This design comes from an exercise in tuning for small area, a short achievable clock period and few clock cycles on the open sky130 flow, not from production work. Only simulation tests tie the RTL to the original design; equivalence was not proved. Power is estimated from default activity; no workload was simulated.

File: flow/config.mk
export PLATFORM = sky130hd
export DESIGN_NAME = tpfc
export DESIGN_NICKNAME = tpfc
export VERILOG_FILES = /design/flow/design.v
export SDC_FILE = /design/flow/constraint.sdc
export NUM_CORES = 4
export LEC_CHECK = 0
export CAP_MARGIN = 20
export CORE_MARGIN = 2
export CORE_UTILIZATION = 25
export PLACE_DENSITY = 0.5
export SLEW_MARGIN = 20
File: flow/constraint.sdc
create_clock -name core_clock -period 8.0 [get_ports {clk}]
set_input_delay 1.6000 -clock core_clock [delete_from_list [all_inputs] [get_ports {clk}]]
set_output_delay 1.6000 -clock core_clock [all_outputs]
set_load 0.01 [all_outputs]
File: flow/design.v
module tpfc (
    input  wire        clk,
    input  wire        rst,
    output wire        ready,
    input  wire        reg_req,
    input  wire        reg_we,
    input  wire [5:0]  reg_addr,
    input  wire [31:0] reg_wdata,
    output reg  [31:0] reg_rdata,
    input  wire        fb_req,
    input  wire        fb_we,
    input  wire [16:0] fb_addr,
    input  wire [7:0]  fb_wdata,
    output reg  [7:0]  fb_rdata,
    input  wire        cmd_valid,
    input  wire [15:0] cmd
);
    localparam integer FB_SIZE     = 40;
    localparam integer MAX_PAYLOAD = 32;
    localparam [7:0]   TPIDX_MAX   = 8'd1;
    localparam [7:0]   SYNC1       = 8'hB5;
    localparam [7:0]   SYNC2       = 8'h62;
    localparam [3:0] E_OK     = 4'd0;
    localparam [3:0] E_RATIO  = 4'd1;
    localparam [3:0] E_INDEX  = 4'd2;
    localparam [3:0] E_TRUNC  = 4'd3;
    localparam [3:0] E_SYNC   = 4'd4;
    localparam [3:0] E_LENGTH = 4'd5;
    localparam [3:0] E_CKSUM  = 4'd6;
    localparam [3:0] E_ILLEGAL= 4'd7;
    localparam [3:0] E_RANGE  = 4'd8;
    localparam [1:0] M_RANGE = 2'd0;
    localparam [1:0] M_FRAME = 2'd1;
    localparam [1:0] M_VAL   = 2'd2;
    reg [3:0]  err;
    reg        sealed;
    reg [7:0]  ck_a, ck_b;
    reg [7:0]  cls, id;
    reg [15:0] plen;
    reg [16:0] flen;
    reg [16:0] rstart, rcount;
    reg [7:0]  tpidx;
    reg [31:0] freq, freqlock, ratio, ratiolock;
    reg [15:0] antdelay, rfdelay;
    reg [31:0] userdelay, flags;
    reg [15:0] navbbr;
    reg [7:0]  resetmode;
    reg [31:0] fixed;
    wire [7:0] fb [0:FB_SIZE-1];      
    reg        busy;          
    reg        sum;           
    reg        fin;           
    reg        r2f1;          
    reg        tp2;           
    reg [1:0]  mode;
    reg        conv_sel;      
    reg        first;         
    reg [2:0]  vg;            
    reg [2:0]  vs_lo;         
    reg [5:0]  ve;            
    reg [5:0]  e;             
    reg [7:0]  sa, sb;        
    assign ready = !busy;
    wire acc_cmd = !busy && !rst && cmd_valid;
    wire acc_reg = !busy && !rst && !cmd_valid && reg_req;
    wire acc_fb  = !busy && !rst && !cmd_valid && !reg_req && fb_req;
    function invalid_ratio;
        input [31:0] p;
        begin
            invalid_ratio = (p[30:23] == 8'd255) ||
                            (p[31] && p[30:0] != 31'd0) ||
                            (p[30:23] >= 8'd127);
        end
    endfunction
    wire ratio_bad = invalid_ratio(ratio);
    wire lock_bad  = invalid_ratio(ratiolock);
    wire [31:0] conv_in = conv_sel ? ratiolock : ratio;
    wire [7:0]  cv_e = conv_in[30:23];
    wire [7:0]  cv_r = 8'd126 - cv_e;         
    wire [32:0] cv_x = {1'b1, conv_in[22:0], 9'd0};
    wire [32:0] cv_z = (cv_r[7:6] != 2'd0) ? 33'd0 : (cv_x >> cv_r[5:0]);
    wire [31:0] cv_out = cv_z[32:1] + {31'd0, cv_z[0]};
    wire [7:0] op  = cmd[15:8];
    wire [7:0] imm = cmd[7:0];
    wire d_ckclr   = (op == 8'h01) && (imm == 8'h00);
    wire d_ckbyte  = (op == 8'h02);
    wire d_ckrange = (op == 8'h03) && (imm == 8'h00);
    wire d_r2f     = (op == 8'h10) && (imm[7:1] == 7'd0);
    wire d_encode  = (op == 8'h20) && (imm == 8'h00);
    wire d_valid   = (op == 8'h21) && (imm == 8'h00);
    wire d_bldtp   = (op == 8'h30) && (imm == 8'h00);
    wire d_bldrst  = (op == 8'h31) && (imm == 8'h00);
    wire d_bldpoll = (op == 8'h32) && (imm == 8'h00);
    wire [7:0] ckb_a = ck_a + imm;
    wire [7:0] ckb_b = ck_b + ckb_a;
    wire [17:0] range_end = {1'b0, rstart} + {1'b0, rcount};
    wire        range_bad = range_end > FB_SIZE;
    wire        range_nil = (rcount == 17'd0);
    wire [5:0]  range_e   = rstart[5:0] + rcount[5:0] - 6'd1;
    wire        plen_bad  = plen > MAX_PAYLOAD;
    wire        tpidx_bad = tpidx > TPIDX_MAX;
    wire [15:0] fb_len    = {fb[5], fb[4]};
    wire [16:0] flen_m8   = flen - 17'd8;
    wire        v_range   = flen > FB_SIZE;
    wire        v_trunc   = flen < 17'd8;
    wire        v_sync    = fb[0] != SYNC1 || fb[1] != SYNC2;
    wire        v_length  = {1'b0, fb_len} != flen_m8;
    wire go_encode = acc_cmd && d_encode && !plen_bad;
    wire go_tp     = acc_cmd && d_bldtp && !ratio_bad && !lock_bad && !tpidx_bad;
    wire go_rst    = acc_cmd && d_bldrst;
    wire go_poll   = acc_cmd && d_bldpoll && !tpidx_bad;
    wire go_hdr    = go_encode || go_tp || go_rst || go_poll;
    reg [7:0] h_cls, h_id, h_len;
    always @(*) begin
        if (d_encode) begin
            h_cls = cls;   h_id = id;    h_len = plen[7:0];
        end else if (d_bldrst) begin
            h_cls = 8'h06; h_id = 8'h04; h_len = 8'd4;
        end else if (d_bldpoll) begin
            h_cls = 8'h06; h_id = 8'h31; h_len = 8'd1;
        end else begin
            h_cls = 8'h06; h_id = 8'h31; h_len = 8'd32;
        end
    end
    wire [7:0] h_lenhi = d_encode ? plen[15:8] : 8'd0;
    reg [63:0] grp;
    always @(*) begin
        case (vg)
            3'd1:    grp = {fb[9],  fb[8],  fb[7],  fb[6],  fb[5],  fb[4],  fb[3],  fb[2]};
            3'd2:    grp = {fb[17], fb[16], fb[15], fb[14], fb[13], fb[12], fb[11], fb[10]};
            3'd3:    grp = {fb[25], fb[24], fb[23], fb[22], fb[21], fb[20], fb[19], fb[18]};
            3'd4:    grp = {fb[33], fb[32], fb[31], fb[30], fb[29], fb[28], fb[27], fb[26]};
            default: grp = {fb[1],  fb[0],  fb[39], fb[38], fb[37], fb[36], fb[35], fb[34]};
        endcase
    end
    wire last = (vg == ve[5:3]);
    wire [7:0] y [0:7];
    genvar j;
    generate
        for (j = 0; j < 8; j = j + 1) begin : g_y
            wire m = (!first || j >= vs_lo) && (!last || j <= ve[2:0]);
            assign y[j] = grp[8*j +: 8] & {8{m}};
        end
    endgenerate
    wire [7:0] gsum = y[0] + y[1] + y[2] + y[3] + y[4] + y[5] + y[6] + y[7];
    wire [7:0] nsa  = sa + gsum;
    wire [7:0] nsb  = sb + {sa[4:0], 3'd0} + {y[0][4:0], 3'd0}
                    + {y[1][4:0], 3'd0} - y[1]
                    + {y[2][5:0], 2'd0} + {y[2][6:0], 1'b0}
                    + {y[3][5:0], 2'd0} + y[3]
                    + {y[4][5:0], 2'd0}
                    + {y[5][6:0], 1'b0} + y[5]
                    + {y[6][6:0], 1'b0}
                    + y[7];
    wire [2:0] tt = ~ve[2:0];
    wire [7:0] ta = (tt[0] ? sa : 8'd0) + (tt[1] ? {sa[6:0], 1'b0} : 8'd0)
                  + (tt[2] ? {sa[5:0], 2'd0} : 8'd0);
    wire [7:0] fa = sa;
    wire [7:0] fbv = sb - ta;
    wire [5:0] e1 = e + 6'd1;
    wire [5:0] e2 = e + 6'd2;
    wire [5:0] rd_idx   = busy ? (fin ? e2 : e1) : fb_addr[5:0];
    wire       rd_in    = busy || (fb_addr < 17'd40);
    wire [7:0] rd_byte  = rd_in ? fb[rd_idx] : 8'd0;
    wire       ck_match = (fa == fb_rdata) && (fbv == rd_byte);
    reg [31:0] rd_mux;
    always @(*) begin
        case (reg_addr)
            6'h00: rd_mux = {27'd0, sealed, err};
            6'h01: rd_mux = {16'd0, ck_b, ck_a};
            6'h02: rd_mux = {24'd0, cls};
            6'h03: rd_mux = {24'd0, id};
            6'h04: rd_mux = {16'd0, plen};
            6'h05: rd_mux = {15'd0, flen};
            6'h06: rd_mux = {15'd0, rstart};
            6'h07: rd_mux = {15'd0, rcount};
            6'h08: rd_mux = {24'd0, tpidx};
            6'h09: rd_mux = freq;
            6'h0A: rd_mux = freqlock;
            6'h0B: rd_mux = ratio;
            6'h0C: rd_mux = ratiolock;
            6'h0D: rd_mux = {16'd0, antdelay};
            6'h0E: rd_mux = {16'd0, rfdelay};
            6'h0F: rd_mux = userdelay;
            6'h10: rd_mux = flags;
            6'h11: rd_mux = {16'd0, navbbr};
            6'h12: rd_mux = {24'd0, resetmode};
            6'h13: rd_mux = fixed;
            6'h14: rd_mux = {6'd0, 1'b0, 1'b0, TPIDX_MAX, SYNC2, SYNC1};
            6'h15: rd_mux = MAX_PAYLOAD;
            default: rd_mux = 32'd0;
        endcase
    end
    always @(posedge clk) begin
        if (acc_reg && !reg_we)
            reg_rdata <= rd_mux;
        if ((acc_fb && !fb_we) || busy)
            fb_rdata <= rd_byte;
    end
    wire wr_host = acc_fb && fb_we && (fb_addr < 17'd40);
    wire wr_ck   = fin && (mode == M_FRAME);
    wire [255:0] tp_payload = {flags, userdelay, cv_out, cv_out, freqlock, freq,
                               rfdelay, antdelay, 16'h0000, 8'h01, tpidx};
    wire [31:0]  rst_payload = {8'h00, resetmode, navbbr};
    wire [8*FB_SIZE-1:0] tp_image  = {16'd0, tp_payload, 48'd0};
    wire [8*FB_SIZE-1:0] rst_image = {240'd0, rst_payload, 48'd0};
    wire [8*FB_SIZE-1:0] hdr_image = {272'd0, h_lenhi, h_len, h_id, h_cls, SYNC2, SYNC1};
    genvar g;
    generate
        for (g = 0; g < FB_SIZE; g = g + 1) begin : g_fb
            reg [7:0] b;
            assign fb[g] = b;
            always @(posedge clk) begin
                if (wr_host && fb_addr[5:0] == g)
                    b <= fb_wdata;
                if (go_hdr && g < 6)
                    b <= hdr_image[g*8 +: 8];
                if (go_tp && g >= 6 && g < 38 && !(g >= 26 && g < 30))
                    b <= tp_image[g*8 +: 8];
                if (tp2 && g >= 26 && g < 30)
                    b <= tp_image[g*8 +: 8];
                if (go_rst && g >= 6 && g < 10)
                    b <= rst_image[g*8 +: 8];
                if (go_poll && g == 6)
                    b <= tpidx;
                if (wr_ck && e1 == g)
                    b <= fa;
                if (wr_ck && e2 == g)
                    b <= fbv;
            end
        end
    endgenerate
    always @(posedge clk) begin
        if (rst) begin
            busy      <= 1'b0;
            sum       <= 1'b0;
            fin       <= 1'b0;
            r2f1      <= 1'b0;
            tp2       <= 1'b0;
            mode      <= M_RANGE;
            conv_sel  <= 1'b0;
            first     <= 1'b0;
            vg        <= 3'd0;
            vs_lo     <= 3'd0;
            ve        <= 6'd0;
            e         <= 6'd0;
            sa        <= 8'd0;
            sb        <= 8'd0;
            err       <= E_OK;
            sealed    <= 1'b0;
            ck_a      <= 8'd0;
            ck_b      <= 8'd0;
            cls       <= 8'd0;
            id        <= 8'd0;
            plen      <= 16'd0;
            flen      <= 17'd0;
            rstart    <= 17'd0;
            rcount    <= 17'd0;
            tpidx     <= 8'd0;
            freq      <= 32'd0;
            freqlock  <= 32'd0;
            ratio     <= 32'd0;
            ratiolock <= 32'd0;
            antdelay  <= 16'd0;
            rfdelay   <= 16'd0;
            userdelay <= 32'd0;
            flags     <= 32'd0;
            navbbr    <= 16'd0;
            resetmode <= 8'd0;
            fixed     <= 32'd0;
        end else begin
            if (acc_reg && reg_we) begin
                case (reg_addr)
                    6'h02: cls       <= reg_wdata[7:0];
                    6'h03: id        <= reg_wdata[7:0];
                    6'h04: plen      <= reg_wdata[15:0];
                    6'h05: begin
                        flen   <= reg_wdata[16:0];
                        sealed <= 1'b0;
                    end
                    6'h06: rstart    <= reg_wdata[16:0];
                    6'h07: rcount    <= reg_wdata[16:0];
                    6'h08: tpidx     <= reg_wdata[7:0];
                    6'h09: freq      <= reg_wdata;
                    6'h0A: freqlock  <= reg_wdata;
                    6'h0B: ratio     <= reg_wdata;
                    6'h0C: ratiolock <= reg_wdata;
                    6'h0D: antdelay  <= reg_wdata[15:0];
                    6'h0E: rfdelay   <= reg_wdata[15:0];
                    6'h0F: userdelay <= reg_wdata;
                    6'h10: flags     <= reg_wdata;
                    6'h11: navbbr    <= reg_wdata[15:0];
                    6'h12: resetmode <= reg_wdata[7:0];
                    default: ;
                endcase
            end
            if (acc_fb && fb_we)
                sealed <= 1'b0;
            tp2 <= 1'b0;
            if (acc_cmd) begin
                if (d_ckclr) begin
                    ck_a <= 8'd0;
                    ck_b <= 8'd0;
                    err  <= E_OK;
                end else if (d_ckbyte) begin
                    ck_a <= ckb_a;
                    ck_b <= ckb_b;
                    err  <= E_OK;
                end else if (d_ckrange) begin
                    if (range_bad) begin
                        err <= E_RANGE;
                    end else if (range_nil) begin
                        ck_a <= 8'd0;
                        ck_b <= 8'd0;
                        err  <= E_OK;
                    end else begin
                        busy  <= 1'b1;
                        sum   <= 1'b1;
                        first <= 1'b1;
                        mode  <= M_RANGE;
                        vg    <= (rstart[5:0] + 6'd6) >> 3;
                        vs_lo <= rstart[2:0] + 3'd6;
                        ve    <= range_e + 6'd6;
                        e     <= range_e;
                        sa    <= 8'd0;
                        sb    <= 8'd0;
                    end
                end else if (d_r2f) begin
                    if (imm[0] ? lock_bad : ratio_bad) begin
                        err <= E_RATIO;
                    end else if (!imm[0]) begin
                        fixed <= cv_out;
                        err   <= E_OK;
                    end else begin
                        busy     <= 1'b1;
                        r2f1     <= 1'b1;
                        conv_sel <= 1'b1;
                    end
                end else if (d_encode) begin
                    if (plen_bad) begin
                        err <= E_RANGE;
                    end else begin
                        busy  <= 1'b1;
                        sum   <= 1'b1;
                        first <= 1'b1;
                        mode  <= M_FRAME;
                        vg    <= 3'd1;
                        vs_lo <= 3'd0;
                        ve    <= plen[5:0] + 6'd11;
                        e     <= plen[5:0] + 6'd5;
                        sa    <= 8'd0;
                        sb    <= 8'd0;
                    end
                end else if (d_valid) begin
                    if (v_range) begin
                        err    <= E_RANGE;
                        sealed <= 1'b0;
                    end else if (v_trunc) begin
                        err    <= E_TRUNC;
                        sealed <= 1'b0;
                    end else if (v_sync) begin
                        err    <= E_SYNC;
                        sealed <= 1'b0;
                    end else if (v_length) begin
                        err    <= E_LENGTH;
                        sealed <= 1'b0;
                    end else begin
                        busy  <= 1'b1;
                        sum   <= 1'b1;
                        first <= 1'b1;
                        mode  <= M_VAL;
                        vg    <= 3'd1;
                        vs_lo <= 3'd0;
                        ve    <= flen[5:0] + 6'd3;
                        e     <= flen[5:0] - 6'd3;
                        sa    <= 8'd0;
                        sb    <= 8'd0;
                    end
                end else if (d_bldtp) begin
                    if (ratio_bad || lock_bad) begin
                        err <= E_RATIO;
                    end else if (tpidx_bad) begin
                        err <= E_INDEX;
                    end else begin
                        cls      <= 8'h06;
                        id       <= 8'h31;
                        plen     <= 16'd32;
                        conv_sel <= 1'b1;
                        tp2      <= 1'b1;
                        busy     <= 1'b1;
                        sum      <= 1'b1;
                        first    <= 1'b1;
                        mode     <= M_FRAME;
                        vg       <= 3'd1;
                        vs_lo    <= 3'd0;
                        ve       <= 6'd43;
                        e        <= 6'd37;
                        sa       <= 8'd0;
                        sb       <= 8'd0;
                    end
                end else if (d_bldrst) begin
                    cls   <= 8'h06;
                    id    <= 8'h04;
                    plen  <= 16'd4;
                    busy  <= 1'b1;
                    sum   <= 1'b1;
                    first <= 1'b1;
                    mode  <= M_FRAME;
                    vg    <= 3'd1;
                    vs_lo <= 3'd0;
                    ve    <= 6'd15;
                    e     <= 6'd9;
                    sa    <= 8'd0;
                    sb    <= 8'd0;
                end else if (d_bldpoll) begin
                    if (tpidx_bad) begin
                        err <= E_INDEX;
                    end else begin
                        cls   <= 8'h06;
                        id    <= 8'h31;
                        plen  <= 16'd1;
                        busy  <= 1'b1;
                        sum   <= 1'b1;
                        first <= 1'b1;
                        mode  <= M_FRAME;
                        vg    <= 3'd1;
                        vs_lo <= 3'd0;
                        ve    <= 6'd12;
                        e     <= 6'd6;
                        sa    <= 8'd0;
                        sb    <= 8'd0;
                    end
                end else begin
                    err <= E_ILLEGAL;
                end
            end
            if (r2f1) begin
                fixed    <= cv_out;
                err      <= E_OK;
                r2f1     <= 1'b0;
                conv_sel <= 1'b0;
                busy     <= 1'b0;
            end
            if (tp2)
                conv_sel <= 1'b0;
            if (sum) begin
                sa    <= nsa;
                sb    <= nsb;
                first <= 1'b0;
                vg    <= vg + 3'd1;
                if (last) begin
                    sum <= 1'b0;
                    fin <= 1'b1;
                end
            end
            if (fin) begin
                fin  <= 1'b0;
                busy <= 1'b0;
                ck_a <= fa;
                ck_b <= fbv;
                case (mode)
                    M_RANGE: begin
                        err <= E_OK;
                    end
                    M_FRAME: begin
                        flen   <= {11'd0, e} + 17'd3;
                        sealed <= 1'b1;
                        err    <= E_OK;
                    end
                    default: begin
                        if (ck_match) begin
                            cls    <= fb[2];
                            id     <= fb[3];
                            plen   <= fb_len;
                            sealed <= 1'b1;
                            err    <= E_OK;
                        end else begin
                            sealed <= 1'b0;
                            err    <= E_CKSUM;
                        end
                    end
                endcase
            end
        end
    end
endmodule
File: flow/run.sh
#!/bin/bash
# synth_recipe.tcl (not shown) runs the flow's synth.tcl, then flattens the netlist and writes it again
# the make line also repeats each setting of config.mk as NAME=value (left out here)
make -C /OpenROAD-flow-scripts/flow DESIGN_CONFIG=/design/flow/config.mk WORK_HOME=/design/flow/orfs CLKGATE_MAP_FILE= SYNTH_SCRIPT=/design/flow/synth_recipe.tcl finish
==> reports/results.txt <==
number of synthesized flops with an enable pin: 360
part of the cycle the worst path needs: 0.933
I/O pin cnt: 127
Post-CTS Setup Inserts: 0
Worst Hold Margin: 0.455 ns
Slowest Stage Delay on Critical Path: 0.66 ns
pwr/cell area: 152 nW/um2
Syn Area/Cell: 8.02 um2
CP endpoint kind: flop
Largest delay share family, worst path: adder cells
maximum root-to-sink buffer count: 3
most common cell after layout, fill and taps aside: nand2_1
Final Max Slew Viols: 69
hold_sp: fixed[28]
reg-to-reg critical path startpoint: vg[0]
Total Routing Usage GR: 0.331
Setup Total Neg Slack: 0 ns
Clock Latency Late Sink: 0.79 ns
total CTS buffers: 97
Post-CTS Resized: 0
Buf+Inv Stages, Crit Path: 5
CORE AREA: 222000 um2
Fail Reasons: slew limit
# DRC: 0
GP Congestion: 1.12
prevailing post-synth register cell: dfxtp_1
Worst Path Class, Setup: flop to flop
TritonCTS Sinks: 794
Die Y: 475 um
VDD IR max: 0.163 mV
Initial DRC Count: 10500
min-delay worst type: flop to flop
WL per Instance: 38.9 um
largest net degree at the start of global routing: 208
grt ovf: 0
FF-to-FF setup slack: 0.53 ns
commonest cells after routing, fill and taps aside: nand2_1, a21oi_1, nor2_1
Startpoint Class: flop
global-route wire length before repair: 510 mm
WP data required: 8.70 ns
slew margin rel.: -0.0369
fillers: 23800
layout cell share with drive strength beyond 1: 0.0997
initial antenna violation count: 56
CTS clk-pin slew, worst paths: 0.06 ns
Seq/Total Area, Yosys: 0.351
Synth top area share: 0.195
Final ANT Viol Nets: 0
Mapped Cells: 6925
DRT Wirelength: 387 mm
Mapped Nets: 7225
Port Buffers: 126
Via density: 6.09
Fmax: 134 MHz
number of global-route vias before repair: 54600
router iterations before antenna repair: 9
Hold Buf Count CTS: 0
Tmin final: 7.47 ns
HPWL Detailed: 303 mm
Max Clock Skew: 0.0363 ns
Async S/R FF share, synth: 0
area grow syn2layout: 16.1%
nets@finish: 7161
Setup-failing EPs final: 0
slew at the pin closest to its max-slew limit: 1.56 ns
flops & latches, synth: 794
slowest CP cell: nor3_1
Rows: 173
WP data arrival: 8.16 ns
TritonCTS clock tree: yes
max-cap violation count: 0
DIE AREA: 226000 um2
Leak Pwr: 22.3 nW
final core utilization: 0.291
largest cells by area after synthesis: edfxtp_1, dfxtp_1, a21oi_1
Reg2Reg Depth: 26
outcome: finished with violations
hold path depth: 2
synth unique cells: 106
die width: 475 um
CP Max Fanout: 34
vias: 60600
Initial Utilization: 0.251
H-tree depth: 3
Yosys top cell by area: edfxtp_1
RSZ-0062 raised after global routing: false
final hold violations: 0
reg2reg end: sb[7]
synthesized area: 55600 um2
crit-path most repeated cell: fa_1
CTS root buf: clkbuf_16
warnings from Yosys: 1
Hold EP: fixed[28]
-- how the worst max path moves through the flow --
stage | start | end | slack (ns) | cells after the start
after floorplan | vg[0] | sb[7] | 0.59 | 31
after global placement | vg[0] | sb[7] | 0.55 | 26
after detailed placement | vg[0] | sb[7] | 0.52 | 26
after CTS | vg[0] | sb[7] | 0.55 | 26
after global routing | vg[0] | sb[7] | 0.20 | 26
final | vg[0] | sb[7] | 0.53 | 26
-- cell type report --
type                            count  area (um2)  area share
Multi-Input combinational cell   5291       33200       0.515
Sequential cell                   794       19500       0.302
Timing Repair Buffer              439        3780      0.0585
Tap cell                         2975        3720      0.0577
Clock buffer                      129        2700      0.0418
Inverter                          238         901      0.0140
Clock inverter                     53         606     0.00939
Antenna cell                       26        65.1     0.00101
-- layer usage --
layer / part of all wire / up-vias / GRT usage
li1: - / 25000 / -
met4: 0.079 / 36 / 0.209
met3: 0.12 / 1058 / 0.102
met2: 0.41 / 4593 / 0.476
met1: 0.39 / 29900 / 0.429
met5: 0.00090 / - / 0
-- worst reg2reg max path, cell delays in order, from the launching register on --
cell and delay (ns):
dfxtp_1 0.46, ha_1 0.22, nor3_1 0.06, nor2_1 0.20, or2_2 0.63, buf_4 0.47, nor2_1 0.10, nor3_1 0.66
fa_1 0.28, inv_1 0.06, fa_1 0.50, inv_1 0.06, fa_1 0.46, fa_1 0.44, fa_1 0.52, inv_1 0.05
fa_1 0.55, inv_1 0.07, ha_1 0.28, a21o_1 0.17, a21oi_1 0.17, xnor2_1 0.15, xnor2_1 0.15, xnor3_1 0.24
xnor3_1 0.21, nand2_1 0.06, a31oi_1 0.17
-- through the flow --
step | instance area, um2 | power [mW] | cells | setup WS, ns
after floorplan | 55600 | 4.67 | 6925 | 0.588
after global placement | 61100 | 5.10 | 9737 | 0.553
after detailed placement | 61100 | 5.09 | 9737 | 0.516
after CTS | 64400 | 9.76 | 9919 | 0.545
after global routing | 64400 | 9.95 | 9920 | 0.204
final | 64500 | 9.79 | 9945 | 0.534
-- cells by family (layout without fill, tap and decap cells) --
group           count (synthesis)  in the layout  synth area share
other cells                     0             26                 0
compound gates               2161           2161             0.245
fa+ha+maj                     214            214            0.0641
flops                         794            794             0.351
mux                           264            264            0.0531
buf+inv                       840            859            0.0590
xor+xnor                      185            185            0.0302
simple gates                 2467           2467             0.197
-- Yosys cell counts, types with 56 or more instances --
cell and n:
o211ai_1 86, mux2_2 63, fa_1 118, mux2i_1 183, nor4_1 58, a221oi_1 113
dfxtp_1 434, nor3_1 127, nor2_1 588, a21oi_1 907, edfxtp_1 360, o21ai_0 358
clkbuf_1 506, a211oi_1 96, nand4_1 56, a22oi_1 185, nand3_1 206, xnor2_1 129
ha_1 96, nand2_1 1126, inv_1 232
-- report_power, final --
| part | internal (mW) | total, mW | switching (mW) |
|---|---|---|---|
| sequential | 4.24 | 4.24 | 0.00553 |
| clock | 2.68 | 4.74 | 2.06 |
| combinational | 0.227 | 0.806 | 0.579 |
| total | 7.14 | 9.79 | 2.65 |
-- sequential cells by signal, indices dropped and copies added (netlist names), 16 cells and up --
| signal | count |
|---|---|
| flen | 17 |
| userdelay | 32 |
| ratiolock | 32 |
| g_fb.b | 320 |
| freqlock | 32 |
| reg_rdata | 32 |
| rstart | 17 |
| plen | 16 |
| navbbr | 16 |
| fixed | 32 |
| flags | 32 |
| rcount | 17 |
| antdelay | 16 |
| freq | 32 |
| rfdelay | 16 |
| ratio | 32 |
Testbench counts, summed over its fixed seeds: cycles 111,433.

-- afterwards: timing with drivers on the ports --
The flow's constraints put no driver on any port. The routed layout listed below was extracted and timed again, unchanged, in two steps.
Step 1, drivers: a clkbuf_16 drives clk and a buf_2 each remaining input, both assumed.
Step 2 adds t to the input delays and takes it off the output delays; t is the mean of the earliest and latest rising clock arrival at the registers after step 1. Input paths then give back, and output paths get back, about the clock's delay inside the block.
Three values: ideal ports, drivers, drivers and shift; two values: the first two.
t (ns): 0.859
slack for setup (ns): 0.534 / 0.534 / 0.534
worst setup path at the end: register to register
slew at the worst register clock pin (ns): 0.07 / 0.07
For this run, drivers alone change the setup slack by 0.000 ns; drivers and shift together by 0.000 ns.
